This design comes from an exercise in tuning for small area, a short achievable clock period and few clock cycles per item on the open sky130 flow, not from production work.
RTL that was checked went through simulation tests only; none was proved equivalent to the original.
No functional check of the RTL was part of runs 1 to 7.
Power and IR drop assume default switching activity.

File: flow/config.mk
export PLATFORM = sky130hd
export DESIGN_NAME = sge_fec_esc
export DESIGN_NICKNAME = sge_fec_esc
export VERILOG_FILES = /design/flow/design.v
export SDC_FILE = /design/flow/constraint.sdc
export NUM_CORES = 4
export LEC_CHECK = 0
export CAP_MARGIN = 20
export CORE_MARGIN = 2
export CORE_UTILIZATION = 70
export SETUP_SLACK_MARGIN = 1.8
export SLEW_MARGIN = 20
File: flow/constraint.sdc
create_clock -name core_clock -period 4.0 [get_ports {clk}]
set_input_delay 0.8000 -clock core_clock [delete_from_list [all_inputs] [get_ports {clk}]]
set_output_delay 0.8000 -clock core_clock [all_outputs]
set_load 0.01 [all_outputs]
File: flow/design.v
module sge_rs_encoder (
    input  wire       clk,
    input  wire       en,
    input  wire       zero,
    input  wire [7:0] sym,
    output wire [7:0] par_out
);
    reg  [255:8] q;           
    reg  [7:0]   fbd;
    reg  [7:0]   fbdl_n;      
    wire [7:0]   fbdl = ~fbdl_n;
    wire m01 = fbd[0];
    wire m02 = fbd[1];
    wire m04 = fbd[2];
    wire m08 = fbd[3];
    wire m10 = fbd[4];
    wire m20 = fbd[5];
    wire m40 = fbd[6];
    wire m80 = fbd[7];
    wire m03 = m01 ^ m02;
    wire m05 = m01 ^ m04;
    wire m09 = m01 ^ m08;
    wire m0a = m02 ^ m08;
    wire m11 = m01 ^ m10;
    wire m14 = m04 ^ m10;
    wire m21 = m01 ^ m20;
    wire m28 = m08 ^ m20;
    wire m41 = m01 ^ m40;
    wire m60 = m20 ^ m40;
    wire m81 = m01 ^ m80;
    wire m88 = m08 ^ m80;
    wire m90 = m10 ^ m80;
    wire mc0 = m40 ^ m80;
    wire m07 = m02 ^ m05;
    wire m0b = m01 ^ m0a;
    wire m0e = m04 ^ m0a;
    wire m0f = m05 ^ m0a;
    wire m13 = m02 ^ m11;
    wire m15 = m01 ^ m14;
    wire m16 = m02 ^ m14;
    wire m17 = m03 ^ m14;
    wire m19 = m08 ^ m11;
    wire m1a = m10 ^ m0a;
    wire m1b = m0a ^ m11;
    wire m1d = m09 ^ m14;
    wire m1e = m0a ^ m14;
    wire m23 = m02 ^ m21;
    wire m29 = m01 ^ m28;
    wire m2a = m02 ^ m28;
    wire m2b = m03 ^ m28;
    wire m2c = m04 ^ m28;
    wire m2d = m05 ^ m28;
    wire m34 = m20 ^ m14;
    wire m35 = m14 ^ m21;
    wire m43 = m02 ^ m41;
    wire m49 = m08 ^ m41;
    wire m4a = m40 ^ m0a;
    wire m4b = m0a ^ m41;
    wire m51 = m10 ^ m41;
    wire m54 = m40 ^ m14;
    wire m55 = m14 ^ m41;
    wire m64 = m04 ^ m60;
    wire m65 = m05 ^ m60;
    wire m68 = m08 ^ m60;
    wire m69 = m09 ^ m60;
    wire m6a = m0a ^ m60;
    wire m85 = m04 ^ m81;
    wire m8c = m04 ^ m88;
    wire m8d = m05 ^ m88;
    wire m93 = m03 ^ m90;
    wire m95 = m05 ^ m90;
    wire m98 = m08 ^ m90;
    wire m9a = m0a ^ m90;
    wire m9c = m14 ^ m88;
    wire ma9 = m21 ^ m88;
    wire mb0 = m20 ^ m90;
    wire mb1 = m21 ^ m90;
    wire mb8 = m28 ^ m90;
    wire mc4 = m04 ^ mc0;
    wire mc9 = m09 ^ mc0;
    wire mca = m0a ^ mc0;
    wire md0 = m10 ^ mc0;
    wire md1 = m11 ^ mc0;
    wire md4 = m14 ^ mc0;
    wire me0 = m20 ^ mc0;
    wire me8 = m28 ^ mc0;
    wire mf0 = m90 ^ m60;
    wire m1f = m01 ^ m1e;
    wire m27 = m04 ^ m23;
    wire m2e = m02 ^ m2c;
    wire m33 = m10 ^ m23;
    wire m36 = m02 ^ m34;
    wire m37 = m02 ^ m35;
    wire m3a = m10 ^ m2a;
    wire m3b = m10 ^ m2b;
    wire m3d = m08 ^ m35;
    wire m3f = m0a ^ m35;
    wire m46 = m05 ^ m43;
    wire m47 = m04 ^ m43;
    wire m4d = m04 ^ m49;
    wire m4e = m04 ^ m4a;
    wire m56 = m02 ^ m54;
    wire m57 = m02 ^ m55;
    wire m58 = m09 ^ m51;
    wire m59 = m08 ^ m51;
    wire m5b = m10 ^ m4b;
    wire m5c = m08 ^ m54;
    wire m5f = m0a ^ m55;
    wire m62 = m21 ^ m43;
    wire m66 = m02 ^ m64;
    wire m67 = m02 ^ m65;
    wire m6b = m01 ^ m6a;
    wire m6d = m04 ^ m69;
    wire m6e = m04 ^ m6a;
    wire m6f = m05 ^ m6a;
    wire m73 = m13 ^ m60;
    wire m76 = m13 ^ m65;
    wire m77 = m13 ^ m64;
    wire m78 = m10 ^ m68;
    wire m7a = m10 ^ m6a;
    wire m7b = m11 ^ m6a;
    wire m7e = m14 ^ m6a;
    wire m7f = m15 ^ m6a;
    wire m87 = m02 ^ m85;
    wire m96 = m80 ^ m16;
    wire m97 = m02 ^ m95;
    wire m9b = m01 ^ m9a;
    wire m9d = m01 ^ m9c;
    wire m9e = m02 ^ m9c;
    wire m9f = m03 ^ m9c;
    wire ma3 = m80 ^ m23;
    wire ma4 = m21 ^ m85;
    wire ma5 = m20 ^ m85;
    wire ma6 = m16 ^ mb0;
    wire mab = m02 ^ ma9;
    wire mac = m20 ^ m8c;
    wire mae = m07 ^ ma9;
    wire maf = m23 ^ m8c;
    wire mb3 = m02 ^ mb1;
    wire mb4 = m04 ^ mb0;
    wire mb5 = m04 ^ mb1;
    wire mb7 = m07 ^ mb0;
    wire mb9 = m01 ^ mb8;
    wire mbb = m03 ^ mb8;
    wire mbd = m05 ^ mb8;
    wire mbf = m07 ^ mb8;
    wire mc6 = m02 ^ mc4;
    wire mcb = m01 ^ mca;
    wire mcc = m08 ^ mc4;
    wire mcd = m04 ^ mc9;
    wire mce = m04 ^ mca;
    wire mcf = m05 ^ mca;
    wire md2 = m02 ^ md0;
    wire md3 = m02 ^ md1;
    wire md5 = m01 ^ md4;
    wire md7 = m03 ^ md4;
    wire md8 = m08 ^ md0;
    wire md9 = m08 ^ md1;
    wire mda = m10 ^ mca;
    wire mdb = m0a ^ md1;
    wire mdc = m08 ^ md4;
    wire mdd = m09 ^ md4;
    wire mdf = m0b ^ md4;
    wire me3 = m03 ^ me0;
    wire me4 = m04 ^ me0;
    wire me5 = m80 ^ m65;
    wire me6 = m0e ^ me8;
    wire me7 = m07 ^ me0;
    wire mea = m02 ^ me8;
    wire meb = m03 ^ me8;
    wire mec = m04 ^ me8;
    wire mee = m0e ^ me0;
    wire mf1 = m01 ^ mf0;
    wire mf4 = m04 ^ mf0;
    wire mf5 = m05 ^ mf0;
    wire mf6 = m16 ^ me0;
    wire mf7 = m07 ^ mf0;
    wire mf8 = m08 ^ mf0;
    wire mfb = m0b ^ mf0;
    wire mfc = m14 ^ me8;
    wire mfd = m15 ^ me8;
    wire mfe = m0e ^ mf0;
    wire mff = m0f ^ mf0;
    wire l01 = fbdl[0];
    wire l02 = fbdl[1];
    wire l04 = fbdl[2];
    wire l08 = fbdl[3];
    wire l10 = fbdl[4];
    wire l20 = fbdl[5];
    wire l40 = fbdl[6];
    wire l80 = fbdl[7];
    wire l03 = l01 ^ l02;
    wire l0a = l02 ^ l08;
    wire l0c = l04 ^ l08;
    wire l24 = l04 ^ l20;
    wire l48 = l08 ^ l40;
    wire l60 = l20 ^ l40;
    wire la0 = l20 ^ l80;
    wire lc0 = l40 ^ l80;
    wire l0d = l01 ^ l0c;
    wire l0e = l02 ^ l0c;
    wire l4b = l03 ^ l48;
    wire l4c = l04 ^ l48;
    wire l70 = l10 ^ l60;
    wire la4 = l04 ^ la0;
    wire lb0 = l10 ^ la0;
    wire ld0 = l10 ^ lc0;
    wire l4f = l03 ^ l4c;
    wire l7a = l0a ^ l70;
    wire la7 = l03 ^ la4;
    wire lbd = l0d ^ lb0;
    wire lde = ld0 ^ l0e;
    wire lef = la4 ^ l4b;
    wire lf4 = ld0 ^ l24;
    wire [247:0] prod;
    assign prod[7:0] = {mb4, mee, mf7, m7b, m3d, m1e, mbb, m69};
    assign prod[15:8] = {m1b, m16, m0b, m05, m02, m81, m5b, m36};
    assign prod[23:16] = {m9f, md0, me8, mf4, m7a, mbd, m41, m3f};
    assign prod[31:24] = {mda, mb7, m5b, m2d, m16, m0b, mdf, mb5};
    assign prod[39:32] = {md1, mb9, m5c, mae, md7, m6b, me4, ma3};
    assign prod[47:40] = {m09, m8d, mc6, me3, mf1, m78, m35, m13};
    assign prod[55:48] = {m7b, m46, m23, m11, m88, mc4, m19, mf7};
    assign prod[63:56] = {mf5, m0f, m87, m43, m21, m90, m3d, meb};
    assign prod[71:64] = {m21, mb1, m58, m2c, m96, mcb, mc4, m43};
    assign prod[79:72] = {md3, m3a, m9d, mce, me7, m73, mea, ma6};
    assign prod[87:80] = {m4d, m6b, m35, m1a, m8d, mc6, mae, m9a};
    assign prod[95:88] = {m6e, m59, mac, m56, m2b, m15, m64, mdc};
    assign prod[103:96] = {m85, m47, ma3, md1, m68, m34, m1f, m0a};
    assign prod[111:104] = {m66, m55, m2a, m95, mca, m65, m54, mcc};
    assign prod[119:112] = {m90, m58, m2c, m96, mcb, me5, m62, m21};
    assign prod[127:120] = {m5f, mf0, mf8, mfc, m7e, m3f, mc0, mbf};
    assign prod[135:128] = {mff, m80, mc0, me0, mf0, mf8, m03, mfe};
    assign prod[143:136] = {m90, m58, m2c, m96, mcb, me5, m62, m21};
    assign prod[151:144] = {m95, m5f, maf, m57, mab, md5, m7f, m2a};
    assign prod[159:152] = {mbb, m66, m33, m19, m8c, m46, m98, m77};
    assign prod[167:160] = {ma4, mf6, mfb, mfd, mfe, mff, mdb, m49};
    assign prod[175:168] = {m73, m4a, ma5, md2, m69, mb4, m29, me7};
    assign prod[183:176] = {m5b, m76, m3b, m1d, m0e, m07, md8, mb7};
    assign prod[191:184] = {mb7, mec, m76, m3b, m1d, m0e, mb0, m6f};
    assign prod[199:192] = {mdd, m33, m19, m8c, m46, m23, mcc, mbb};
    assign prod[207:200] = {m4b, m6e, m37, m9b, mcd, me6, mb8, m97};
    assign prod[215:208] = {m14, m9e, mcf, m67, mb3, md9, m78, m28};
    assign prod[223:216] = {m85, m47, ma3, md1, m68, m34, m1f, m0a};
    assign prod[231:224] = {m67, md4, m6a, mb5, mda, m6d, m51, mcf};
    assign prod[239:232] = {m17, m9c, m4e, m27, m93, mc9, m73, m2e};
    assign prod[247:240] = {m54, mfe, mff, m7f, mbf, m5f, mfb, ma9};
    wire [7:0] prod31 = {la7, lf4, l7a, lbd, lde, lef, ld0, l4f};
    assign par_out = q[255:248] ^ prod31;
    wire [7:0] fb  = zero ? 8'h00 : (sym ^ q[255:248] ^ prod31);
    always @(posedge clk) begin
        if (en) begin
            q      <= {q[247:8], 8'h00} ^ prod;
            fbd    <= fb;
            fbdl_n <= ~fb;
        end
    end
endmodule
module sge_escaper (
    input  wire       clk,
    input  wire       rst,
    input  wire       in_valid,
    output wire       in_ready,
    input  wire [7:0] in_data,
    input  wire       in_last,
    output reg        out_valid,
    input  wire       out_ready,
    output reg  [7:0] out_data,
    output reg        out_last
);
    localparam [7:0] ESC_BYTE  = 8'h54;
    localparam [7:0] SYNC_BYTE = 8'hAB;
    localparam [7:0] SYNC_SUB  = 8'h9F;
    reg pend;         
    reg pend_sync;    
    reg pend_last;
    wire out_fire = out_valid && out_ready;
    assign in_ready = !out_valid || (out_ready && !pend);
    wire in_fire  = in_valid && in_ready;
    wire reserved = (in_data == ESC_BYTE) || (in_data == SYNC_BYTE);
    always @(posedge clk) begin
        if (rst) begin
            out_valid <= 1'b0;
            pend      <= 1'b0;
        end else if (in_fire) begin
            out_valid <= 1'b1;
            pend      <= reserved;
            pend_sync <= in_data[7];      
            pend_last <= in_last;
            out_data  <= reserved ? ESC_BYTE : in_data;
            out_last  <= in_last && !reserved;
        end else if (out_fire) begin
            out_valid <= pend;
            pend      <= 1'b0;
            out_data  <= pend_sync ? SYNC_SUB : ESC_BYTE;
            out_last  <= pend_last;
        end
    end
endmodule
module sge_fec_esc (
    input  wire       clk,
    input  wire       rst,
    input  wire       in_valid,
    output wire       in_ready,
    input  wire [7:0] in_data,
    input  wire       in_last,
    output wire       out_valid,
    input  wire       out_ready,
    output wire [7:0] out_data,
    output wire       out_last
);
    reg       mv;              
    reg [7:0] md;
    reg       ml;
    reg       sf;              
    reg       in_rdy;          
    wire      se = !sf;
    reg [7:0] sd;
    reg       sl;
    reg [7:0] pos;
    reg       par_ph;          
    reg       pad;             
    reg       fin;             
    reg       flush;           
    reg [7:0] symz;            
    reg       cv;              
    reg [7:0] cd;
    reg       cl;
    assign in_ready = in_rdy;
    wire in_fire = in_valid && se;
    wire esc_ready;
    wire c_free   = !cv || esc_ready;
    wire src_ok   = par_ph || pad || mv;
    wire step     = flush || (c_free && src_ok);
    wire take     = step && !par_ph && !pad;
    wire [7:0] par31;
    wire [7:0] cod_data = par_ph ? par31 : symz;
    wire       cod_last = par_ph && fin && (pos == 8'd254);
    wire       wrap     = (pos == 8'd254);
    wire       to_par   = (pos == 8'd222);
    wire [7:0] pos_n    = !step ? pos    : wrap ? 8'd0 : pos + 8'd1;
    wire       par_ph_n = !step ? par_ph : wrap ? 1'b0 : (par_ph || to_par);
    wire       pad_n    = !step ? pad    : wrap ? 1'b0 : (pad || (take && ml && !to_par));
    wire       m_free = !mv || take;
    wire       mv_n   = m_free ? (!se || in_fire) : 1'b1;
    wire [7:0] md_n   = !m_free ? md : !se ? sd : in_data;
    wire       ml_n   = !m_free ? ml : !se ? sl : in_last;
    wire       se_n   = m_free || (se && !in_fire);
    always @(posedge clk) begin
        if (rst) begin
            mv     <= 1'b0;
            sf     <= 1'b0;
            in_rdy <= 1'b1;
            pos    <= 8'd223;
            par_ph <= 1'b1;
            flush  <= 1'b1;
            pad    <= 1'b0;
            symz   <= 8'h00;
            cv     <= 1'b0;
        end else begin
            mv   <= mv_n;
            md   <= md_n;
            ml   <= ml_n;
            sf     <= !se_n;
            in_rdy <= se_n;
            if (!m_free && in_fire) begin
                sd <= in_data; sl <= in_last;
            end
            pos    <= pos_n;
            par_ph <= par_ph_n;
            pad    <= pad_n;
            if (step && wrap)
                flush <= 1'b0;
            if (take)
                fin <= ml;
            symz <= (par_ph_n || pad_n) ? 8'h00 : md_n;
            if (c_free) begin
                cv <= step && !flush;
                cd <= cod_data;
                cl <= cod_last;
            end
        end
    end
    sge_rs_encoder u_rs (
        .clk     (clk),
        .en      (step),
        .zero    (par_ph),
        .sym     (symz),
        .par_out (par31)
    );
    sge_escaper u_esc (
        .clk       (clk),
        .rst       (rst),
        .in_valid  (cv),
        .in_ready  (esc_ready),
        .in_data   (cd),
        .in_last   (cl),
        .out_valid (out_valid),
        .out_ready (out_ready),
        .out_data  (out_data),
        .out_last  (out_last)
    );
endmodule
File: flow/run.sh
#!/bin/bash
# synth_recipe.tcl (not shown) runs the flow's synth.tcl, then flattens the netlist and writes it again
# the make line also repeats each setting of config.mk as NAME=value (left out here)
make -C /OpenROAD-flow-scripts/flow DESIGN_CONFIG=/design/flow/config.mk WORK_HOME=/design/flow/orfs CLKGATE_MAP_FILE= SYNTH_SCRIPT=/design/flow/synth_recipe.tcl finish
==> qor.yml, run 1 <==
detail-route-antenna-nets: 0
cts_tree: "built"
dp_slack_ps: 735
clock_skew_ps: 21.5
cp-end-kind: "register"
via_per_inst: 6.05
cts.sinks: 328
cp-start-kind: "register"
ys_seq_area_share_pct: 64.0
max_slew_margin_pct: 48.4
p_leak_nw: 6.71
initialDrtViolationCount: 1112
status: "timing/DRC/antenna clean"
nets: 1094
die-area_mm2: 0.0226
drc: 0
p_per_area_mw_per_mm2: 626
ios: 24
cts_hold_buf: 0
syn_area_mm2: 0.0150
place_area_mm2: 0.0157
layout_setup_ws_ps: 1700
detail_route.first_pass.iterations: 5
ir_drop_v: 0.000434
dp_hpwl_um: 21700
synth_edf_count: 303
fin_crit_ps: 2300
hold_class: "reg -> reg"
syn_avg_cell_area_um2: 15.5
initial_utilization_pct: 71.4
clkTransAtPathRegs_ps: 60
gp_congestion: 0.861
yosys.area.top_type: "edfxtp_1"
slew_viol_final: 0
antenna_found_initial: 0
critPathMaxStageDelay_ps: 490
yosysWarningCount: 3
ys_seq_elements: 328
cts_root_buf: "clkbuf_16"
syn_to_final_growth_pct: 19.1
final_hold_viol_count: 0
synthCells: 968
track_usage_pct: 32.1
synth_async_sr_flop_share_pct: 0
cp.buffers_inverters: 2
port_buffers: 23
timing.fmax_ghz: 0.435
grt_pass1_vias: 8312
grt_pass1_wl_um: 51400
design_area_mm2: 0.0179
numCtsBuffers: 35
fin_crit_sh_pct: 57.5
synth_fp_nets: 983
fp.dieH_um: 150
criticalPathCategory: "reg -> reg"
num_rows: 53
finalSetupViolations: 0
arrival_ps: 2540
cp_max_fo: 9
max_slew.worst_pin.slew_ps: 768
wl_um: 36600
slowest_stage: "xnor2_1"
rsz0062_at_grt: "true"
grt_max_degree: 57
layout-drive-gt1-share_pct: 19.5
synth.most_common_cell: "xnor2_1"
utilization_pct: 85.0
synthDistinctLibCells: 52
core-area_mm2: 0.0210
ctsHtreeMaxLevel: 2
die_w_um: 150
setup_tns_ps: 0
synthTopCellsByArea: "edfxtp_1, xnor2_1, xor2_1"
clk_path_buf_depth: 3
grt_overflow: 0
synth.top_cell.area_share_pct: 60.6
synthFlopType: "edfxtp_1"
avgRoutedWirePerCell_um: 26.6
cap_violations: 0
crit_path_cell_trace: "buf_12 -> xor2_4 -> buf_4 -> xor2_2 -> xnor2_1"
synth_common_cells: "xnor2_1, edfxtp_1, xor2_1"
crit_required_ps: 4240
path_delay_family: "XOR/XNOR gates"
total_power_w: 0.0112
clk_latency_ps: 520
vias: 8316
antennaDiodeCount: 0
metal layers:
layer / up-vias / global-route usage [%] / part of all wire [%]
met4: 0 / 12.6 / 3.5
met5: - / 0 / 0
li1: 3571 / - / -
met3: 78 / 6.97 / 9.4
met2: 483 / 50.8 / 48
met1: 4184 / 44.1 / 39
registers in the layout, indices dropped and copies added, names as in the netlist, 8 cells and up:
name and count:
cd 8, u_rs.fbd 8, u_esc.out_data 8, pos 8, u_rs.fbdl_n 8, symz 8
sd 8, md 8, u_rs.q 248
path summary, 6_finish.rpt:
kind,end,slack [ps],depth (start not counted),start
max reg2reg,u_rs.q[206]$_DFFE_PN_,1700,5,u_rs.fbd[1]$_DFFE_PN_
min,u_esc.pend_last$_DFFE_PP_,480,0,cl$_DFFE_PP_
max,u_rs.q[206]$_DFFE_PN_,1700,5,u_rs.fbd[1]$_DFFE_PN_
min reg2reg,u_esc.pend_last$_DFFE_PP_,480,0,cl$_DFFE_PP_
timing repair:
action | in CTS | in global routing
setup endpoints to repair | 414 | 170
pin swaps | 9 | 2
gates cloned | 3 | 0
setup buffers | 46 | 10
gates resized for setup | 51 | 37
kinds of logic (layout without fill, tap and decap cells):
family,Yosys count,after routing,share of synthesized area [%]
flops,328,328,64.0
mux,18,18,1.24
compound gates,52,52,2.42
xor+xnor,441,441,27.8
fa+ha+maj,2,2,0.167
simple gates,80,80,2.81
buf+inv,47,178,1.54
layout by cell type, fill, tap and decap left out, types with 14 or more instances in the layout:
cell type,instances
buf_4,68
clkbuf_16,37
clkdlybuf4s50_1,19
dfxtp_1,24
edfxtp_1,303
nor2_1,24
xnor2_1,291
xnor2_2,23
xor2_1,86
xor2_2,14
xor2_4,15
area by class of cell:
cell class                 count  area (µm²)
clock buffer                  45         956
fill                         917        3160
timing repair buffer         107        1030
sequential                   328        9600
clock inverter                12        77.6
multi-input combinational    593        5740
timing repair inverter         2        46.3
inverter                      12        75.1
tap                          275         344
where the power goes:
| part | switching, W | leakage [nW] | internal, W |
|---|---|---|---|
| sequential | 0.000691 | 3.60 | 0.00528 |
| clock | 0.00128 | 0.500 | 0.00174 |
| combinational | 0.00105 | 2.61 | 0.00114 |
per-stage QoR:
| stage | hold WS [ps] | std cells |
|---|---|---|
| finish | 475 | 1374 |
| global route | 511 | 1374 |
| CTS | 474 | 1364 |
| detailed placement | 461 | 1258 |
| global placement | 442 | 1258 |
| floorplan | 427 | 968 |
==> run 2: changes to the inputs <==
--- a/flow/config.mk
+++ b/flow/config.mk
@@ -10,3 +10,3 @@
 export CORE_UTILIZATION = 70
-export SETUP_SLACK_MARGIN = 1.8
+export SETUP_SLACK_MARGIN = 1.4
 export SLEW_MARGIN = 20
==> qor.yml, run 2 <==
arrival_ps: 2920  # +380 ps
top_layer: "met4"
initial_utilization_pct: 71.4  # unchanged
cp_max_fo: 57  # +48
yosysWarningCount: 3  # unchanged
layout_commonest_cell: "xnor2_1"
final_cell_mix: "xnor2_1, edfxtp_1, xor2_1, buf_4, clkbuf_16"
synth.top_cell.area_share_pct: 60.6  # unchanged
wl_um: 32100  # -12%
core-area_mm2: 0.0210  # unchanged
synth_fp_nets: 983  # unchanged
final_hold_viol_count: 0  # unchanged
crit_required_ps: 4350  # +110 ps
die_w_um: 150  # unchanged
synthFlopType: "edfxtp_1"
largest_register: "u_rs.q"
rsz0062_at_grt: "true"
syn_area_mm2: 0.0150  # unchanged
synth_async_sr_flop_share_pct: 0  # unchanged
clkTransAtPathRegs_ps: 60  # about the same
ys_seq_elements: 328  # unchanged
slew_viol_final: 0  # unchanged
cts.sinks: 328  # unchanged
ios: 24  # unchanged
ys_seq_area_share_pct: 64.0  # unchanged
num_rows: 53  # unchanged
cp-start-kind: "input port"
cts_hold_buf: 0  # unchanged
cts_tree: "built"
avgRoutedWirePerCell_um: 23.7  # -11%
port_buffers: 23  # unchanged
grt_overflow: 0  # unchanged
dp_hpwl_um: 20800  # -4.1%
syn_to_final_growth_pct: 14.2
hold_slack_ps: 461  # -14.5 ps
numCtsBuffers: 36  # +2.9%
synthCells: 968  # unchanged
grt_pass1_vias: 7828  # -5.8%
fin_crit_ps: 2570  # +275 ps
yosys.area.top_type: "edfxtp_1"
synth.most_common_cell: "xnor2_1"
initialDrtViolationCount: 707  # -36%
ctsHtreeMaxLevel: 2  # unchanged
utilization_pct: 81.5  # -3.5 points
synthDistinctLibCells: 52  # unchanged
track_usage_pct: 29.3  # -2.8 points
finalSetupViolations: 0  # unchanged
setup_tns_ps: 0  # unchanged
clock_skew_ps: 12.6  # -8.96 ps
antenna_found_initial: 0  # unchanged
wl_met2_um: 15000  # -15%
drc: 0  # unchanged
wl_met1_um: 13900  # -1.9%
grt_pass1_wl_um: 47900  # -6.9%
detail-route-antenna-nets: 0  # unchanged
ir_drop_v: 0.000460  # +6.1%
criticalPathCategory: "in -> reg"
nets: 1066  # -2.6%
syn_avg_cell_area_um2: 15.5  # unchanged
timing.fmax_ghz: 0.388  # -11%
fin_crit_sh_pct: 64.4  # +6.9 points
fp.dieH_um: 150  # unchanged
via_per_inst: 5.84  # -3.5%
clk_latency_ps: 510  # about the same
synth_common_cells: "xnor2_1, edfxtp_1, xor2_1"
cts_root_buf: "clkbuf_16"
p_leak_nw: 6.42  # -4.3%
synth_edf_count: 303  # unchanged
max_slew_margin_pct: 34.1  # -14 points
r2r_slack_ps: 1480  # -220 ps
die-area_mm2: 0.0226  # unchanged
vias: 7893  # -5.1%
largest_register_ffs: 248  # unchanged
p_per_area_mw_per_mm2: 648  # +3.5%
gp_congestion: 0.857  # -0.37%
cap_violations: 0  # unchanged
layout-drive-gt1-share_pct: 13.7  # -5.7 points
clk_path_buf_depth: 3  # unchanged
grt_max_degree: 114  # +100%
max_slew.worst_pin.slew_ps: 981  # +213 ps
synthTopCellsByArea: "edfxtp_1, xnor2_1, xor2_1"
cp-end-kind: "register"
status: "timing/DRC/antenna clean"
hold_class: "reg -> reg"
detail_route.first_pass.iterations: 5  # unchanged
antennaDiodeCount: 0  # unchanged
routed-wl-met3_um: 2620  # -24%
[run 2: cell counts after synthesis]
No cell type changed its count.
[run 2: layout make-up]
class | instances | area, µm²
timing repair buffer | 79 | 729
tap | 275 | 344
sequential | 328 | 9600
timing repair inverter | 1 | 11.3
clock inverter | 17 | 130
multi-input combinational | 593 | 5260
inverter | 12 | 71.3
clock buffer | 47 | 993
fill | 1076 | 3880
[run 2: metal layers]
layer  GRT usage, %  vias to the layer above
met2           44.4                      327
met1           44.9                     3996
li1               -                     3531
met5              0                        -
met3           5.30                       39
met4           7.03                        0
[run 2: path summary, 6_finish.rpt]
| kind | start | endpoint | depth (start not counted) |
|---|---|---|---|
| hold reg to reg | cl$_DFFE_PP_ | u_esc.pend_last$_DFFE_PP_ | 0 |
| hold / removal | cl$_DFFE_PP_ | u_esc.pend_last$_DFFE_PP_ | 0 |
| setup / recovery | out_ready | symz[5]$_SDFF_PP0_ | 8 |
| setup reg to reg | u_rs.fbd[2]$_DFFE_PN_ | u_rs.q[24]$_DFFE_PN_ | 5 |
[run 2: kinds of logic (layout without fill, tap and decap cells)]
group                      Yosys count  after routing  share of synthesized area (%)
AOI/OAI and AO/OA                   52             52                           2.42
buffers and inverters               47            156                           1.54
xor gates and xnor gates           441            441                           27.8
and+or+nand+nor                     80             80                           2.81
adders and majority gates            2              2                          0.167
muxes                               18             18                           1.24
DFF                                328            328                           64.0
[run 2: through the flow]
stage	cell area (µm²)	cells	worst slack [ps]	power [W]
floorplan	15100	968	1370	0.00727
detailed placement	15700	1259	652	0.00791
finish	17100	1352	1430	0.0111
global route	17100	1352	1360	0.0115
CTS	17000	1338	1360	0.0111
global placement	15700	1259	889	0.00780
[run 2: power by group]
group / total (W) / switching [W] / internal (W)
logic: 0.00207 / 0.000970 / 0.00110
registers: 0.00587 / 0.000600 / 0.00527
clock network: 0.00317 / 0.00129 / 0.00187
[run 2: repair_timing]
action | in CTS | in global routing
setup buffers | 15 | 13
resized for setup | 6 | 4
pin swaps | 1 | 3
cloned | 0 | 1
setup endpoints to repair | 66 | 73
[run 2: critical path, stage by stage]
cell and delay (ps):
clkdlybuf4s50_1 490, nand2b_1 120, and3_1 240, o21ba_4 340, clkinv_16 190, a22oi_2 100, buf_4 190, a2111oi_0 440
==> run 3: changes to the inputs <==
--- a/flow/config.mk
+++ b/flow/config.mk
@@ -10,3 +10,3 @@
 export CORE_UTILIZATION = 70
-export SETUP_SLACK_MARGIN = 1.4
+export SETUP_SLACK_MARGIN = 2.2
 export SLEW_MARGIN = 20
==> qor.yml, run 3 <==
fp.dieH_um: 150  # unchanged
synth_edf_count: 303  # unchanged
cts.sinks: 328  # unchanged
synth_common_cells: "xnor2_1, edfxtp_1, xor2_1"
ctsHtreeMaxLevel: 2  # unchanged
synth_fp_nets: 983  # unchanged
initial_utilization_pct: 71.4  # unchanged
synthDistinctLibCells: 52  # unchanged
ys_seq_elements: 328  # unchanged
cts.repair.resized: 343  # +337
ios: 24  # unchanged
post_cts_buffers: 163  # +148
cts_hold_buf: 0  # unchanged
synth.top_cell.area_share_pct: 60.6  # unchanged
error: "[ERROR DPL-0033] detailed placement checks failed during check placement."
status: "stopped before the end"
synth_async_sr_flop_share_pct: 0  # unchanged
syn_area_mm2: 0.0150  # unchanged
gp_congestion: 0.871  # +1.5%
synth-adder-area-share_pct: 0.167  # unchanged
num_rows: 53  # unchanged
muxShareOfSynthArea_pct: 1.24  # unchanged
yosys.area.top_type: "edfxtp_1"
synthTopCellsByArea: "edfxtp_1, xnor2_1, xor2_1"
synth_xor_area_share_pct: 27.8  # unchanged
synth.most_common_cell: "xnor2_1"
yosys.area_share.simple_pct: 2.81  # unchanged
synth_compound_area_share_pct: 2.42  # unchanged
synthCells: 968  # unchanged
haltStage: "4_1_cts"
numCtsBuffers: 35  # -2.8%
synth_top_family_by_area: "XOR/XNOR gates"
clk_path_buf_depth: 3  # unchanged
syn_avg_cell_area_um2: 15.5  # unchanged
die_w_um: 150  # unchanged
yosysWarningCount: 3  # unchanged
port_buffers: 23  # unchanged
dp_hpwl_um: 21600  # +3.8%
synthFlopType: "edfxtp_1"
cts_root_buf: "clkbuf_16"
ys_seq_area_share_pct: 64.0  # unchanged
## run 3: kinds of logic after synthesis
kind of cell | after synthesis
muxes | 18
buffers and inverters | 47
AOI/OAI and AO/OA | 52
DFF | 328
xor gates and xnor gates | 441
and+or+nand+nor | 80
adders and majority gates | 2
## run 3: worst max-delay path by stage
stage                                  endpoint  slack (ps)  depth (start not counted)
after floorplan             pos[6]$_SDFFE_PP1N_        1480                          6
after global placement    u_rs.q[158]$_DFFE_PN_         870                          6
after detailed placement   u_rs.q[69]$_DFFE_PN_         820                          6
## run 3: power by group through the flow
stage / combinational [W] / sequential (W) / clock (W)
detailed placement: 0.00204 / 0.00593 / 0
global placement: 0.00197 / 0.00590 / 0
floorplan: 0.00161 / 0.00571 / 0
## run 3: per-stage QoR
stage | std cells | utilization (%) | area [µm²] | total power (W) | worst slack (ps)
floorplan | 968 | - | 15600 | 0.00733 | 1480
global placement | 1257 | 76.5 | 16100 | 0.00787 | 875
detailed placement | 1257 | 76.5 | 16100 | 0.00798 | 820
==> run 4: changes to the inputs <==
--- a/flow/config.mk
+++ b/flow/config.mk
@@ -10,3 +10,3 @@
 export CORE_UTILIZATION = 70
-export SETUP_SLACK_MARGIN = 2.2
+export SETUP_SLACK_MARGIN = 2.0
 export SLEW_MARGIN = 20
==> qor.yml, run 4 <==
vias: 10067
fin_cells: 1482
initial_utilization_pct: 71.4  # unchanged
largest_register: "u_rs.q"
cap_violations: 0
combPwrFrac_pct: 23.0
hold_class: "reg -> reg"
dp_hpwl_um: 21900  # +1.3%
crit_required_ps: 4260
synth.most_common_cell: "xnor2_1"
antenna_found_initial: 2
yosysWarningCount: 3  # unchanged
nets: 1197
wl_um: 52800
timing.fmax_ghz: 0.439
seqPwrFrac_pct: 50.3
final_hold_viol_count: 0
cts.sinks: 328  # unchanged
largest_register_ffs: 248
die-area_mm2: 0.0226
port_buffers: 23  # unchanged
hp-start: "cl$_DFFE_PP_"
p_clk_share_pct: 26.7
slew_viol_final: 0
criticalPathCategory: "reg -> reg"
core-area_mm2: 0.0210
antennaDiodeCount: 0
r2r-end: "u_rs.q[81]$_DFFE_PN_"
track_usage_pct: 36.2
wl_met1_um: 17000
clock_skew_ps: 28.0
routed-wl-met3_um: 7370
reg2regPathDepth: 9
synthDistinctLibCells: 52  # unchanged
nFillCells: 427
fp.dieH_um: 150  # unchanged
via_per_inst: 6.79
status: "timing/DRC/antenna clean"
die_w_um: 150  # unchanged
setup_tns_ps: 0
synthCells: 968  # unchanged
grt_max_degree: 74
slowest_stage: "edfxtp_1"
finalSetupViolations: 0
dp_slack_ps: 835  # +14.8 ps
utilization_pct: 94.4
syn_area_mm2: 0.0150  # unchanged
crit_path_cell_trace: "buf_12 -> xnor2_4 -> buf_6 -> xor2_4 -> buf_4 -> buf_6 -> buf_8 -> buf_4 -> xnor2_1"
ys_seq_area_share_pct: 64.0  # unchanged
cp_max_fo: 4
ir_drop_v: 0.000665
dp.cells: 1261  # +0.32%
detail-route-antenna-nets: 0
layout_setup_ws_ps: 1720
hold_end: "u_esc.pend_last$_DFFE_PP_"
max_slew_margin_pct: 44.6
synthTopCellsByArea: "edfxtp_1, xnor2_1, xor2_1"
syn_avg_cell_area_um2: 15.5  # unchanged
clk_latency_ps: 540
p_per_area_mw_per_mm2: 618
layout_commonest_cell: "edfxtp_1"
ios: 24  # unchanged
whs_path_depth: 0
synth_common_cells: "xnor2_1, edfxtp_1, xor2_1"
numCtsBuffers: 35  # unchanged
ys_seq_elements: 328  # unchanged
max_slew.worst_pin.slew_ps: 829
final_cell_mix: "edfxtp_1, xnor2_1, buf_4, xor2_1, xnor2_2"
num_rows: 53  # unchanged
synth_edf_count: 303  # unchanged
fin_crit_ps: 2280
r2r_slack_ps: 1720
fin_crit_sh_pct: 57.0
r2r-start: "u_rs.fbd[1]$_DFFE_PN_"
cts_tree: "built"
critPathMaxStageDelay_ps: 480
clk_path_buf_depth: 3  # unchanged
synth.top_cell.area_share_pct: 60.6  # unchanged
power.internal_w: 0.00851
cp-start-kind: "register"
grt_overflow: 0
switching_share_pct: 30.6
avgRoutedWirePerCell_um: 35.6
hold_slack_ps: 489
synth_async_sr_flop_share_pct: 0  # unchanged
rsz0062_at_grt: "true"
yosys.area.top_type: "edfxtp_1"
p_leak_nw: 7.60
initialDrtViolationCount: 1429
cp-startpoint: "u_rs.fbd[1]$_DFFE_PN_"
clkTransAtPathRegs_ps: 70
detail_route.first_pass.iterations: 6
drc: 0
grt_pass1_wl_um: 57200
cts_root_buf: "clkbuf_16"
top_layer: "met5"
gp_congestion: 0.861  # -1.1%
layout-drive-gt1-share_pct: 32.3
p_switching_w: 0.00375
synth_fp_nets: 983  # unchanged
synthFlopType: "edfxtp_1"
wl_met2_um: 24400
cts_hold_buf: 0  # unchanged
syn_to_final_growth_pct: 32.2
arrival_ps: 2540
grt_pass1_vias: 8890
ctsHtreeMaxLevel: 2  # unchanged
cp-end-kind: "register"
[run 4: critical path, delay by kind of cell, from the launching register on]
| family | cells | cell delay [ps] |
|---|---|---|
| buf+inv | 6 | 890 |
| xor+xnor | 3 | 640 |
| flops | 1 | 480 |
[run 4: what timing repair did]
action | in CTS | in global routing
cloned | 2 | 0
hold endpoints to repair | 0 | 0
resized for setup | 124 | 130
setup endpoints to repair | 581 | 300
pin swaps | 32 | 43
setup buffers | 100 | 57
[run 4: power by group through the flow]
stage | sequential [W] | clock [W] | combinational, W
6_report | 0.00617 | 0.00327 | 0.00282
5_1_grt | 0.00619 | 0.00335 | 0.00291
4_1_cts | 0.00592 | 0.00312 | 0.00221
3_5_place_dp | 0.00596 | 0 | 0.00198
3_3_place_gp | 0.00593 | 0 | 0.00191
2_1_floorplan | 0.00571 | 0 | 0.00157
[run 4: layer usage]
layer  GRT usage [%]  vias to the layer above
met1            48.9                     4894
met5               0                        -
met2            55.1                     1065
li1                -                     3768
met4            14.1                        4
met3            12.0                      336
[run 4: cell type report]
type,instances,area [µm²],share of cell area (%)
well taps,275,344,1.73
flip-flops and latches,328,9600,48.4
repair buffers,210,2080,10.5
clock inverters,13,109,0.549
repair inverters,2,32.5,0.164
clock buffers,49,981,4.94
multi-input cells,593,6620,33.4
inverters,12,75.1,0.378
[run 4: kinds of logic after synthesis]
logic type	Yosys count	synth area share, %
XOR/XNOR	441	27.8
AND/OR/NAND/NOR	80	2.81
multiplexers	18	1.24
flip-flops	328	64.0
adder cells (fa/ha/maj)	2	0.167
buffers and inverters	47	1.54
AO/OA/AOI/OAI	52	2.42
[run 4: through the flow]
step	area [µm²]	power (W)
global route	19800	0.0124
detailed placement	15700	0.00793
finish	19800	0.0123
CTS	18500	0.0112
global placement	15700	0.00784
floorplan	15100	0.00728
[run 4: worst max-delay path by stage]
stage,to,slack (ps),cells after the start
6_report,u_rs.q[81]$_DFFE_PN_,1720,9
4_1_cts,u_rs.q[252]$_DFFE_PN_,1900,7
5_1_grt,u_rs.q[82]$_DFFE_PN_,1700,8
3_5_place_dp,u_rs.q[123]$_DFFE_PN_,830,4
3_3_place_gp,u_rs.q[74]$_DFFE_PN_,910,4
2_1_floorplan,pos[6]$_SDFFE_PP1N_,1480,6
==> run 5: changes to the inputs <==
--- a/flow/config.mk
+++ b/flow/config.mk
@@ -10,3 +10,4 @@
 export CORE_UTILIZATION = 70
-export SETUP_SLACK_MARGIN = 2.0
+export PLACE_DENSITY = 0.85
+export SETUP_SLACK_MARGIN = 1.8
 export SLEW_MARGIN = 20
==> qor.yml, run 5 <==
rsz0062_at_grt: "true"
yosys.area.top_type: "edfxtp_1"
grt_overflow: 0  # unchanged
cts_hold_buf: 0  # unchanged
cap_violations: 0  # unchanged
largest_register: "u_rs.q"
vias: 9054  # -10%
synthFlopType: "edfxtp_1"
final_hold_viol_count: 0  # unchanged
detail-route-antenna-nets: 0  # unchanged
synthCells: 968  # unchanged
syn_avg_cell_area_um2: 15.5  # unchanged
cp-start-kind: "register"
numCtsBuffers: 35  # unchanged
dp.cells: 1261  # unchanged
fin_cells: 1407  # -5.1%
regArea_mm2: 0.00960  # about the same
synth_common_cells: "xnor2_1, edfxtp_1, xor2_1"
antenna_found_initial: 0  # -2
power.internal_w: 0.00838  # -1.5%
p_per_area_mw_per_mm2: 638  # +3.3%
path_delay_family: "XOR/XNOR gates"
nFillCells: 792  # +85%
cp.buffers_inverters: 3  # -3
dp_hpwl_um: 20800  # -4.9%
wl_um: 41300  # -22%
fp.dieH_um: 150  # unchanged
combPwrFrac_pct: 20.3  # -2.7 points
syn_to_final_growth_pct: 21.5
clk_latency_ps: 530  # about the same
gp_congestion: 0.855  # -0.64%
synth.top_cell.area_share_pct: 60.6  # unchanged
crit_required_ps: 4240  # -20 ps
total_power_w: 0.0116  # -5.0%
hold_class: "reg -> reg"
track_usage_pct: 34.3  # -1.8 points
cp_max_fo: 8  # +4
avgRoutedWirePerCell_um: 29.4  # -18%
slew_viol_final: 0  # unchanged
setup_tns_ps: 0  # unchanged
grt_max_degree: 69  # -6.8%
finalSetupViolations: 0  # unchanged
synth.most_common_cell: "xnor2_1"
synthDistinctLibCells: 52  # unchanged
layout_commonest_cell: "edfxtp_1"
antennaDiodeCount: 0  # unchanged
status: "timing/DRC/antenna clean"
yosysWarningCount: 3  # unchanged
detail_route.first_pass.iterations: 8  # +2
fin_crit_sh_pct: 58.4  # +1.5 points
max_slew.worst_pin.slew_ps: 958  # +130 ps
grt_pass1_vias: 8462  # -4.8%
initialDrtViolationCount: 1255  # -12%
crit_path_cell_trace: "buf_4 -> xnor2_4 -> buf_4 -> buf_4 -> xor2_1 -> xnor2_1"
num_rows: 53  # unchanged
initial_utilization_pct: 71.4  # unchanged
p_clk_share_pct: 28.2  # +1.5 points
nets: 1121  # -6.3%
clk_path_buf_depth: 3  # unchanged
synth_fp_nets: 983  # unchanged
critPathMaxStageDelay_ps: 490  # about the same
arrival_ps: 2580  # +40 ps
ys_seq_area_share_pct: 64.0  # unchanged
max_slew_margin_pct: 36.1  # -8.4 points
synthTopCellsByArea: "edfxtp_1, xnor2_1, xor2_1"
synth_edf_count: 303  # unchanged
die_w_um: 150  # unchanged
port_buffers: 23  # unchanged
hold_slack_ps: 491  # +1.74 ps
synth_async_sr_flop_share_pct: 0  # unchanged
grt_pass1_wl_um: 54500  # -4.8%
criticalPathCategory: "reg -> reg"
ir_drop_v: 0.000465  # -30%
cts_tree: "built"
timing.fmax_ghz: 0.428  # -2.5%
syn_area_mm2: 0.0150  # unchanged
p_leak_nw: 6.89  # -9.3%
ctsHtreeMaxLevel: 2  # unchanged
switching_share_pct: 28.0  # -2.6 points
seqPwrFrac_pct: 51.5  # +1.2 points
cts_root_buf: "clkbuf_16"
ios: 24  # unchanged
drc: 0  # unchanged
slowest_stage: "edfxtp_1"
core-area_mm2: 0.0210  # unchanged
die-area_mm2: 0.0226  # unchanged
cts.sinks: 328  # unchanged
final_cell_mix: "edfxtp_1, xnor2_1, buf_4, xor2_1, clkbuf_16"
largest_register_ffs: 248  # unchanged
clkTransAtPathRegs_ps: 70  # about the same
cpMostUsedCell: "buf_4"
layout-drive-gt1-share_pct: 21.5  # -11 points
clock_skew_ps: 25.9  # -2.09 ps
cp-end-kind: "register"
ys_seq_elements: 328  # unchanged
p_switching_w: 0.00326  # -13%
multi_input_area_mm2: 0.00579  # -13%
fin_crit_ps: 2340  # +58.8 ps
via_per_inst: 6.43  # -5.3%
[run 5: cell count changes in the layout (fill, tap and decap cells not counted), moves of 6 or more]
cell | before | now
xnor2_2 | 39 | 12
xnor2_4 | 29 | 17
xor2_1 | 63 | 83
buf_12 | 23 | 14
a2111oi_0 | 1 | 7
buf_6 | 33 | 4
xor2_4 | 31 | 14
xnor2_1 | 255 | 294
buf_4 | 127 | 90
clkdlybuf4s50_1 | 10 | 16
[run 5: power by group through the flow]
stage	clock network, W	registers (W)	logic (W)
2_1_floorplan	0	0.00571	0.00157
3_3_place_gp	0	0.00588	0.00191
3_5_place_dp	0	0.00592	0.00198
4_1_cts	0.00323	0.00588	0.00212
5_1_grt	0.00341	0.00605	0.00247
6_report	0.00328	0.00600	0.00236
[run 5: layout make-up]
type	instances	area share, %
Timing Repair Buffer	132	6.83
Sequential cell	328	52.6
Clock buffer	50	5.45
Inverter	12	0.412
Timing Repair inverter	3	0.268
Tap cell	275	1.89
Clock inverter	13	0.768
Multi-Input combinational cell	594	31.7
[run 5: layer usage]
| metal | vias to the layer above | track usage [%] | share of wire (%) |
|---|---|---|---|
| met2 | 780 | 52.4 | 47 |
| met3 | 162 | 8.94 | 11 |
| li1 | 3635 | - | - |
| met5 | - | 0 | 0 |
| met1 | 4477 | 47.2 | 37 |
| met4 | 0 | 15.2 | 5.0 |
[run 5: worst paths after layout]
path / startpoint / end / slack [ps] / cells past startpoint
worst max-delay path: u_rs.fbd[6]$_DFFE_PN_ / u_rs.q[119]$_DFFE_PN_ / 1660 / 6
worst min-delay path: cl$_DFFE_PP_ / u_esc.pend_last$_DFFE_PP_ / 490 / 0
worst max register to register: u_rs.fbd[6]$_DFFE_PN_ / u_rs.q[119]$_DFFE_PN_ / 1660 / 6
worst min register to register: cl$_DFFE_PP_ / u_esc.pend_last$_DFFE_PP_ / 490 / 0
[run 5: logic make-up after synthesis]
group,count (synthesis),synth area share [%]
compound gates,52,2.42
xor+xnor,441,27.8
fa+ha+maj,2,0.167
buf+inv,47,1.54
flops,328,64.0
mux,18,1.24
simple gates,80,2.81
[run 5: repair_timing]
action                     CTS  global route
cloned                       4             0
setup endpoints to repair  404            99
resized for setup           55            28
pin swaps                   14            11
setup buffers               44            35
[run 5: worst register-to-register path, stage by stage, from the launching register on]
cell and delay, ps:
edfxtp_1 490, buf_4 250, xnor2_4 230, buf_4 210
buf_4 250, xor2_1 450, xnor2_1 170
[run 5: per-stage QoR]
| step | utilization, % | instance area, µm² | setup slack, ps |
|---|---|---|---|
| after floorplan | - | 15100 | 1480 |
| after global placement | 74.7 | 15700 | 845 |
| after detailed placement | 74.7 | 15700 | 800 |
| after CTS | 84.4 | 17700 | 1690 |
| after global routing | 86.8 | 18200 | 1650 |
| final | 86.8 | 18200 | 1660 |
==> run 6: changes to the inputs <==
--- a/flow/config.mk
+++ b/flow/config.mk
@@ -9,4 +9,4 @@
 export CORE_MARGIN = 2
-export CORE_UTILIZATION = 70
-export PLACE_DENSITY = 0.85
+export CORE_UTILIZATION = 60
+export PLACE_DENSITY = 0.9
 export SETUP_SLACK_MARGIN = 1.8
==> qor.yml, run 6 <==
antennaDiodeCount: 0  # unchanged
nets: 1111  # -0.89%
drc: 0  # unchanged
status: "timing/DRC/antenna clean"
whs_path_depth: 0  # unchanged
initialDrtViolationCount: 1059  # -16%
port_buffers: 23  # unchanged
p_per_area_mw_per_mm2: 628  # -1.6%
slew_viol_final: 0  # unchanged
synth_edf_count: 303  # unchanged
detail_route.first_pass.iterations: 5  # -3
cts.sinks: 328  # unchanged
detail-route-antenna-nets: 0  # unchanged
clk_latency_ps: 520  # about the same
nFillCells: 1310  # +65%
syn_avg_cell_area_um2: 15.5  # unchanged
clock_skew_ps: 19.7  # -6.13 ps
place_area_mm2: 0.0158  # +0.42%
synthCells: 968  # unchanged
power.internal_w: 0.00830  # -1.1%
antenna_found_initial: 0  # unchanged
synthFlopType: "edfxtp_1"
max_slew.worst_pin.slew_ps: 756  # -202 ps
synthDistinctLibCells: 52  # unchanged
ys_seq_area_share_pct: 64.0  # unchanged
fin_crit_sh_pct: 57.6  # -0.79 points
hold_class: "reg -> reg"
switching_share_pct: 27.1  # -0.91 points
fp.dieH_um: 162  # +7.8%
grt_overflow: 0  # unchanged
synthTopCellsByArea: "edfxtp_1, xnor2_1, xor2_1"
ios: 24  # unchanged
wl_um: 36900  # -11%
hold_slack_ps: 458  # -33.2 ps
cp_max_fo: 3  # -5
critPathMaxStageDelay_ps: 480  # about the same
grt_max_degree: 77  # +12%
p_clk_share_pct: 28.3  # about the same
cp-end-kind: "register"
design_area_mm2: 0.0181  # -0.75%
combPwrFrac_pct: 19.4  # -0.9 points
finalSetupViolations: 0  # unchanged
layout-drive-gt1-share_pct: 20.5  # -0.98 points
track_usage_pct: 27.6  # -6.8 points
dp_hpwl_um: 20100  # -3.5%
initial_utilization_pct: 61.3  # -10 points
clk_path_buf_depth: 3  # unchanged
arrival_ps: 2550  # -30 ps
core-area_mm2: 0.0245  # +16%
final_hold_viol_count: 0  # unchanged
final_cell_mix: "edfxtp_1, xnor2_1, xor2_1, buf_4, clkbuf_16"
layout_commonest_cell: "edfxtp_1"
clkTransAtPathRegs_ps: 60  # about the same
largest_register_ffs: 248  # unchanged
synth.most_common_cell: "xnor2_1"
syn_area_mm2: 0.0150  # unchanged
largest_register: "u_rs.q"
fin_crit_ps: 2310  # -31.5 ps
gp_congestion: 0.880  # +2.9%
cts_root_buf: "clkbuf_16"
p_switching_w: 0.00308  # -5.5%
ir_drop_v: 0.000645  # +39%
path_delay_family: "XOR/XNOR gates"
synth_fp_nets: 983  # unchanged
cp.buffers_inverters: 2  # -1
ctsHtreeMaxLevel: 2  # unchanged
seqPwrFrac_pct: 52.4  # +0.9 points
ys_seq_elements: 328  # unchanged
slowest_stage: "edfxtp_1"
setup_tns_ps: 0  # unchanged
max_slew_margin_pct: 49.4  # +13 points
vias: 8511  # -6.0%
cap_violations: 0  # unchanged
reg2regPathDepth: 6  # unchanged
die_w_um: 162  # +7.8%
timing.fmax_ghz: 0.434  # +1.4%
yosysWarningCount: 3  # unchanged
synth_common_cells: "xnor2_1, edfxtp_1, xor2_1"
p_leak_nw: 6.78  # -1.5%
grt_pass1_vias: 8406  # -0.66%
layout_setup_ws_ps: 1690  # +31.5 ps
syn_to_final_growth_pct: 20.6
criticalPathCategory: "reg -> reg"
via_per_inst: 5.90  # -8.3%
grt_pass1_wl_um: 52800  # -3.0%
rsz0062_at_grt: "true"
crit_path_cell_trace: "buf_4 -> xnor3_2 -> xor2_4 -> xor2_4 -> buf_4 -> xnor2_1"
crit_required_ps: 4240  # about the same
die-area_mm2: 0.0263  # +16%
synth_async_sr_flop_share_pct: 0  # unchanged
dp_slack_ps: 849  # +48.6 ps
cts_tree: "built"
cp.depth: 6  # unchanged
cp-start-kind: "register"
num_rows: 57  # +7.5%
numCtsBuffers: 35  # unchanged
synth.top_cell.area_share_pct: 60.6  # unchanged
yosys.area.top_type: "edfxtp_1"
avgRoutedWirePerCell_um: 25.6  # -13%
-- run 6: cell count changes in the layout (fill, tap and decap cells not counted), moves of 6 or more --
cell and change:
a2111oi_0 -7, a2111oi_2 +7, buf_12 -7, buf_4 -8
buf_6 +6, clkbuf_1 -6
-- run 6: through the flow --
| step | util (%) | instances | power (W) |
|---|---|---|---|
| 2_1_floorplan | - | 968 | 0.00728 |
| 3_3_place_gp | 64.5 | 1309 | 0.00776 |
| 3_5_place_dp | 64.5 | 1309 | 0.00789 |
| 4_1_cts | 72.4 | 1421 | 0.0111 |
| 5_1_grt | 74.0 | 1442 | 0.0117 |
| 6_report | 74.0 | 1442 | 0.0114 |
-- run 6: final timing paths --
check	from	to	slack (ps)
min	cl$_DFFE_PP_	u_esc.pend_last$_DFFE_PP_	460
min reg2reg	cl$_DFFE_PP_	u_esc.pend_last$_DFFE_PP_	460
max reg2reg	u_rs.fbd[3]$_DFFE_PN_	u_rs.q[103]$_DFFE_PN_	1690
max	u_rs.fbd[3]$_DFFE_PN_	u_rs.q[103]$_DFFE_PN_	1690
-- run 6: final cells by class --
class | instances | area [µm²] | share of cell area (%)
timing repair inverter | 3 | 62.6 | 0.346
timing repair buffer | 123 | 1130 | 6.24
multi-input combinational | 593 | 5730 | 31.6
inverter | 12 | 71.3 | 0.394
clock inverter | 17 | 163 | 0.899
clock buffer | 42 | 945 | 5.22
sequential | 328 | 9600 | 53.0
tap | 324 | 405 | 2.24
-- run 6: what timing repair did --
item,in CTS,in global routing
setup buffers,50,21
pin swaps,12,10
resized for setup,56,30
hold buffers,0,0
gates cloned,3,0
endpoints found under the setup margin,473,210
-- run 6: per-layer routing --
metal | GRT usage (%) | share of wire [%]
met1 | 36.8 | 37
met3 | 4.44 | 8.4
met5 | 0 | 0
met2 | 46.0 | 50
met4 | 10.5 | 4.8
-- run 6: power by group through the flow --
stage	Combinational, W	Clock (W)	Sequential, W
finish	0.00221	0.00321	0.00596
global placement	0.00187	0	0.00589
global route	0.00235	0.00337	0.00603
floorplan	0.00157	0	0.00571
CTS	0.00207	0.00318	0.00589
detailed placement	0.00196	0	0.00594
-- run 6: logic make-up (layout without fill, tap and decap cells) --
| group | after synthesis | in the layout | share of synthesized area [%] |
|---|---|---|---|
| compound gates | 52 | 52 | 2.42 |
| xor+xnor | 441 | 441 | 27.8 |
| fa+ha+maj | 2 | 2 | 0.167 |
| flops | 328 | 328 | 64.0 |
| simple gates | 80 | 80 | 2.81 |
| buf+inv | 47 | 197 | 1.54 |
| mux | 18 | 18 | 1.24 |
-- run 6: worst register-to-register path: stages, from the launching register on --
cell and delay (ps):
edfxtp_1 480, buf_4 210, xnor3_2 460, xor2_4 290
xor2_4 280, buf_4 220, xnor2_1 110
==> run 7: changes to the inputs <==
--- a/flow/config.mk
+++ b/flow/config.mk
@@ -9,4 +9,6 @@
 export CORE_MARGIN = 2
-export CORE_UTILIZATION = 60
-export PLACE_DENSITY = 0.9
+export CORE_UTILIZATION = 70
+export CTS_BUF_LIST = sky130_fd_sc_hd__clkbuf_8
+export CTS_CLUSTER_DIAMETER = 50
+export CTS_CLUSTER_SIZE = 20
 export SETUP_SLACK_MARGIN = 1.8
==> qor.yml, run 7 <==
core-area_mm2: 0.0210  # -14%
largest_register_ffs: 248  # unchanged
critPathMaxStageDelay_ps: 510  # +30 ps
cp-start-kind: "register"
max_slew.worst_pin.slew_ps: 797  # +40.9 ps
reg2regPathDepth: 5  # -1
grt_pass1_vias: 8287  # -1.4%
cp-startpoint: "u_rs.fbd[2]$_DFFE_PN_"
drc: 0  # unchanged
via_per_inst: 6.10  # +3.3%
ys_seq_elements: 328  # unchanged
gp_congestion: 0.861  # -2.2%
clock_skew_ps: 33.1  # +13.3 ps
cts_root_buf: "clkbuf_8"
grt_pass1_wl_um: 51200  # -3.0%
wl_um: 36700  # -0.38%
vias: 8446  # -0.76%
num_rows: 53  # -7.0%
synthFlopType: "edfxtp_1"
crit_end: "u_rs.q[156]$_DFFE_PN_"
layout_commonest_cell: "edfxtp_1"
clk_path_buf_depth: 3  # unchanged
cts_hold_buf: 0  # unchanged
yosysWarningCount: 3  # unchanged
ctsHtreeMaxLevel: 2  # unchanged
grt_max_degree: 58  # -25%
slowest_stage: "edfxtp_1"
timing.fmax_ghz: 0.440  # +1.6%
layout-drive-gt1-share_pct: 21.1  # +0.60 points
rsz0062_at_grt: "true"
combPwrFrac_pct: 20.8  # +1.4 points
cts_tree: "built"
final_cell_mix: "edfxtp_1, xnor2_1, xor2_1, buf_4, clkbuf_8"
max_slew_margin_pct: 46.5  # -2.9 points
status: "timing/DRC/antenna clean"
design_area_mm2: 0.0175  # -3.2%
synth_async_sr_flop_share_pct: 0  # unchanged
final_hold_viol_count: 0  # unchanged
syn_avg_cell_area_um2: 15.5  # unchanged
numCtsBuffers: 35  # unchanged
largest_register: "u_rs.q"
avgRoutedWirePerCell_um: 26.5  # +3.7%
ir_drop_v: 0.000439  # -32%
grt_overflow: 0  # unchanged
syn_to_final_growth_pct: 16.8
fin_crit_ps: 2270  # -35.4 ps
p_leak_nw: 6.60  # -2.7%
r2r_slack_ps: 1730  # +40 ps
detail_route.first_pass.iterations: 5  # unchanged
die_w_um: 150  # -7.2%
criticalPathCategory: "reg -> reg"
synthDistinctLibCells: 52  # unchanged
slew_viol_final: 0  # unchanged
antennaDiodeCount: 0  # unchanged
hold_class: "reg -> reg"
antenna_found_initial: 1  # +1
r2r-start: "u_rs.fbd[2]$_DFFE_PN_"
synth_edf_count: 303  # unchanged
ys_seq_area_share_pct: 64.0  # unchanged
crit_path_cell_trace: "buf_4 -> xnor2_4 -> buf_4 -> xor2_2 -> xnor2_1"
nets: 1099  # -1.1%
place_area_mm2: 0.0157  # -0.56%
synth_fp_nets: 983  # unchanged
crit_required_ps: 4290  # +50 ps
initialDrtViolationCount: 1034  # -2.4%
cap_violations: 0  # unchanged
cp-end-kind: "register"
initial_utilization_pct: 71.4  # +10 points
dp_hpwl_um: 21700  # +8.1%
cp_max_fo: 5  # +2
arrival_ps: 2560  # about the same
fp.dieH_um: 150  # -7.2%
cpMostUsedCell: "buf_4"
detail-route-antenna-nets: 0  # unchanged
seqPwrFrac_pct: 56.5  # +4.1 points
r2r-end: "u_rs.q[156]$_DFFE_PN_"
clk_latency_ps: 560  # +40 ps
synth.most_common_cell: "xnor2_1"
fin_crit_sh_pct: 56.8  # -0.88 points
p_per_area_mw_per_mm2: 600  # -4.4%
p_clk_share_pct: 22.7  # -5.6 points
synth.top_cell.area_share_pct: 60.6  # unchanged
track_usage_pct: 31.8  # +4.2 points
clkTransAtPathRegs_ps: 100  # +40 ps
cts.sinks: 328  # unchanged
synth_common_cells: "xnor2_1, edfxtp_1, xor2_1"
p_switching_w: 0.00305  # -1.0%
synthCells: 968  # unchanged
switching_share_pct: 29.0  # +1.9 points
power.internal_w: 0.00747  # -9.9%
synthTopCellsByArea: "edfxtp_1, xnor2_1, xor2_1"
finalSetupViolations: 0  # unchanged
setup_tns_ps: 0  # unchanged
die-area_mm2: 0.0226  # -14%
ios: 24  # unchanged
yosys.area.top_type: "edfxtp_1"
syn_area_mm2: 0.0150  # unchanged
nFillCells: 1001  # -24%
port_buffers: 23  # unchanged
run 7: area by class of cell:
type,instances,area [µm²],area share [%]
sequential,328,9600,54.8
multi-input combinational,594,5710,32.6
timing repair buffer,110,993,5.67
clock buffer,37,509,2.91
tap,275,344,1.96
clock inverter,26,246,1.41
inverter,12,71.3,0.407
timing repair inverter,3,42.5,0.243
run 7: per-layer routing:
metal | global-route usage (%) | part of all wire, % | vias to the layer above
met5 | 0 | 0.035 | -
met3 | 4.76 | 9.2 | 108
met2 | 52.4 | 48 | 484
met4 | 9.29 | 4.0 | 2
met1 | 44.7 | 38 | 4273
li1 | - | - | 3579
run 7: cells by family after synthesis:
family	Yosys count	share of synthesized area (%)
compound gates	52	2.42
xor+xnor	441	27.8
fa+ha+maj	2	0.167
buf+inv	47	1.54
flops	328	64.0
mux	18	1.24
simple gates	80	2.81
run 7: power by group through the flow:
stage / combinational [W] / sequential [W] / clock (W)
finish: 0.00219 / 0.00594 / 0.00239
global route: 0.00235 / 0.00602 / 0.00251
CTS: 0.00208 / 0.00590 / 0.00238
detailed placement: 0.00198 / 0.00596 / 0
global placement: 0.00190 / 0.00592 / 0
floorplan: 0.00157 / 0.00571 / 0
run 7: worst min-delay path by stage:
stage / to / slack [ps] / cells past startpoint / start
floorplan: u_esc.pend_last$_DFFE_PP_ / 430 / 0 / cl$_DFFE_PP_
global placement: u_esc.pend_last$_DFFE_PP_ / 440 / 0 / cl$_DFFE_PP_
detailed placement: u_esc.pend_last$_DFFE_PP_ / 460 / 0 / cl$_DFFE_PP_
CTS: u_esc.pend_last$_DFFE_PP_ / 480 / 0 / cl$_DFFE_PP_
global route: u_esc.pend_last$_DFFE_PP_ / 510 / 0 / cl$_DFFE_PP_
finish: fin$_DFFE_PP_ / 490 / 0 / ml$_DFFE_PP_
run 7: worst max-delay path, delay by kind of cell (launching register included):
kind                   cells  cell delay [ps]
XOR/XNOR                   3              980
buffers and inverters      2              530
flip-flops                 1              510
run 7: metrics by stage:
stage	cells	utilization (%)	power, W	setup slack, ps	hold slack, ps
floorplan	968	-	0.00728	1480	427
global placement	1258	74.6	0.00781	813	442
detailed placement	1258	74.6	0.00794	735	461
CTS	1367	81.7	0.0104	1700	483
global route	1385	83.4	0.0109	1700	506
finish	1385	83.4	0.0105	1730	494
run 7: repair_timing:
| item | in CTS | in global routing |
|---|---|---|
| endpoints found under the hold margin | 0 | 0 |
| cloned | 2 | 3 |
| setup endpoints to repair | 396 | 161 |
| setup buffers | 44 | 15 |
| pin swaps | 8 | 5 |
| resized for setup | 62 | 32 |
==> run 8: changes to the inputs <==
--- a/flow/design.v
+++ b/flow/design.v
@@ -323,3 +323,2 @@
     reg       flush;           
-    reg [7:0] symz;            
     reg       cv;              
@@ -335,3 +334,4 @@
     wire [7:0] par31;
-    wire [7:0] cod_data = par_ph ? par31 : symz;
+    wire [7:0] sym      = pad ? 8'h00 : md;
+    wire [7:0] cod_data = par_ph ? par31 : sym;
     wire       cod_last = par_ph && fin && (pos == 8'd254);
@@ -356,3 +356,2 @@
             pad    <= 1'b0;
-            symz   <= 8'h00;
             cv     <= 1'b0;
@@ -374,3 +373,2 @@
                 fin <= ml;
-            symz <= (par_ph_n || pad_n) ? 8'h00 : md_n;
             if (c_free) begin
@@ -386,3 +384,3 @@
         .zero    (par_ph),
-        .sym     (symz),
+        .sym     (sym),
         .par_out (par31)
==> qor.yml, run 8 <==
nFillCells: 945  # -5.6%
grt_pass1_wl_um: 50000  # -2.3%
crit_required_ps: 4310  # +20 ps
final_cell_mix: "edfxtp_1, xnor2_1, xor2_1, buf_4, clkbuf_8"
cp-end-kind: "register"
dp_hpwl_um: 21100  # -2.9%
place_area_mm2: 0.0153  # -2.1%
drc: 0  # unchanged
slew_viol_final: 0  # unchanged
synth.most_common_cell: "xnor2_1"
seqPwrFrac_pct: 56.4  # about the same
max_slew.worst_pin.slew_ps: 806  # +9.16 ps
cts_root_buf: "clkbuf_8"
die-area_mm2: 0.0221  # -2.4%
detail-route-antenna-nets: 0  # unchanged
largest_register_ffs: 248  # unchanged
p_switching_w: 0.00308  # +0.98%
timing.fmax_ghz: 0.444  # +0.88%
grt_max_degree: 85  # +47%
detail_route.first_pass.iterations: 6  # +1
power.internal_w: 0.00735  # -1.6%
synth.top_cell.area_share_pct: 62.2  # +1.6 points
ys_seq_area_share_pct: 64.5  # +0.55 points
synthFlopType: "edfxtp_1"
finalSetupViolations: 0  # unchanged
ys_seq_elements: 320  # -2.4%
fp.dieH_um: 149  # -1.2%
layout-drive-gt1-share_pct: 22.8  # +1.8 points
p_leak_nw: 6.49  # -1.7%
yosys.area.top_type: "edfxtp_1"
synth_fp_nets: 950  # -3.4%
vias: 8052  # -4.7%
p_per_area_mw_per_mm2: 601  # about the same
fin_crit_sh_pct: 56.3  # -0.49 points
hold_class: "reg -> reg"
cp-start-kind: "register"
clock_skew_ps: 38.2  # +5.11 ps
synth_edf_count: 303  # unchanged
p_clk_share_pct: 21.7  # -1.0 points
final_hold_viol_count: 0  # unchanged
grt_pass1_vias: 7960  # -3.9%
avgRoutedWirePerCell_um: 25.9  # -2.3%
synth_async_sr_flop_share_pct: 0  # unchanged
ctsHtreeMaxLevel: 2  # unchanged
ios: 24  # unchanged
initialDrtViolationCount: 952  # -7.9%
cap_violations: 0  # unchanged
setup_tns_ps: 0  # unchanged
cts_hold_buf: 0  # unchanged
track_usage_pct: 31.7  # -0.14 points
switching_share_pct: 29.5  # +0.53 points
initial_utilization_pct: 71.8  # +0.45 points
largest_register: "u_rs.q"
cts_tree: "built"
cp_max_fo: 5  # unchanged
criticalPathCategory: "reg -> reg"
antennaDiodeCount: 0  # unchanged
numCtsBuffers: 35  # unchanged
fin_crit_ps: 2250  # -19.8 ps
port_buffers: 23  # unchanged
cts.sinks: 320  # -2.4%
synthCells: 935  # -3.4%
clkTransAtPathRegs_ps: 100  # about the same
layout_commonest_cell: "edfxtp_1"
cp-startpoint: "u_rs.fbd[3]$_DFFE_PN_"
max_slew_margin_pct: 46.1  # -0.40 points
wl_um: 35300  # -4.0%
syn_to_final_growth_pct: 18.7
num_rows: 52  # -1.9%
synthDistinctLibCells: 48  # -7.7%
synth_common_cells: "xnor2_1, edfxtp_1, xor2_1"
syn_avg_cell_area_um2: 15.6  # +0.93%
die_w_um: 149  # -1.2%
nets: 1079  # -1.8%
design_area_mm2: 0.0174  # -0.94%
status: "timing/DRC/antenna clean"
syn_area_mm2: 0.0146  # -2.5%
grt_overflow: 0  # unchanged
rsz0062_at_grt: "true"
r2r-start: "u_rs.fbd[3]$_DFFE_PN_"
yosysWarningCount: 3  # unchanged
clk_latency_ps: 560  # about the same
gp_congestion: 0.891  # +3.5%
clk_path_buf_depth: 3  # unchanged
via_per_inst: 5.92  # -2.9%
antenna_found_initial: 0  # -1
ir_drop_v: 0.000434  # -1.2%
arrival_ps: 2560  # about the same
hp-start: "cl$_DFFE_PP_"
synthTopCellsByArea: "edfxtp_1, xnor2_1, xor2_1"
combPwrFrac_pct: 21.8  # +1.0 points
core-area_mm2: 0.0204  # -3.1%
utilization_pct: 85.2  # +1.9 points
[run 8: final timing paths]
path         cells past startpoint                   endpoint  slack [ps]
max                              7      u_rs.q[246]$_DFFE_PN_        1750
min                              0  u_esc.pend_last$_DFFE_PP_         470
max reg2reg                      7      u_rs.q[246]$_DFFE_PN_        1750
min reg2reg                      0  u_esc.pend_last$_DFFE_PP_         470
[run 8: final cells by class]
type                       instances  area, µm²  share of cell area, %
timing repair inverter             3       57.6                  0.332
inverter                           7       52.6                  0.303
clock inverter                    26        220                   1.27
multi-input combinational        578       5600                   32.3
clock buffer                      37        509                   2.93
timing repair buffer             119       1130                   6.54
sequential                       320       9440                   54.4
tap                              270        338                   1.95
[run 8: routing by layer]
metal	GRT usage, %	vias up	wire [µm]
met5	0	-	0
met1	44.8	4083	13600
li1	-	3464	-
met4	7.81	0	858
met2	51.6	439	17500
met3	6.38	66	3340
[run 8: metrics by stage]
step | setup WS [ps] | std cells | hold slack [ps] | total power (W)
3_3_place_gp | 1050 | 1224 | 435 | 0.00789
4_1_cts | 1790 | 1340 | 460 | 0.0103
3_5_place_dp | 956 | 1225 | 439 | 0.00798
5_1_grt | 1700 | 1360 | 479 | 0.0108
2_1_floorplan | 1810 | 935 | 426 | 0.00729
6_report | 1750 | 1360 | 465 | 0.0104
[run 8: kinds of logic (layout without fill, tap and decap cells)]
family	Yosys count	in the layout	synth area share, %
multiplexers	15	15	1.14
buffers and inverters	37	192	1.24
AND/OR/NAND/NOR	81	81	2.98
AO/OA/AOI/OAI	37	37	1.67
flip-flops	320	320	64.5
XOR/XNOR	443	443	28.3
adder cells (fa/ha/maj)	2	2	0.171
[run 8: repair_timing]
item | in CTS | in global routing
gates resized for setup | 51 | 41
endpoints found under the hold margin | 0 | 0
setup buffers | 50 | 17
pin swaps | 12 | 12
setup endpoints to repair | 472 | 141
gates cloned | 2 | 3
[run 8: power by group through the flow]
stage	clock, W	sequential (W)	combinational, W
after CTS	0.00226	0.00585	0.00218
after floorplan	0	0.00567	0.00162
after global placement	0	0.00588	0.00200
after global routing	0.00241	0.00596	0.00245
final	0.00227	0.00589	0.00228
after detailed placement	0	0.00592	0.00207
[run 8: critical path, stage by stage, from the launching register on]
cell      delay (ps)
edfxtp_1         430
buf_12           170
buf_4            210
xnor2_4          380
xor2_4           310
buf_6            180
xor2_2           210
xnor2_1          110
Testbench counts of run 8, summed over its fixed seeds: cycles 31,336, out bytes 31,088.

Check on run 8: ideal ports give 1.749 ns setup slack; a clkbuf_16 on the clock port and buf_2 on the inputs give 1.749 ns; moving port delays by the midpoint clock arrival (0.589 ns) as well gives 1.228 ns.
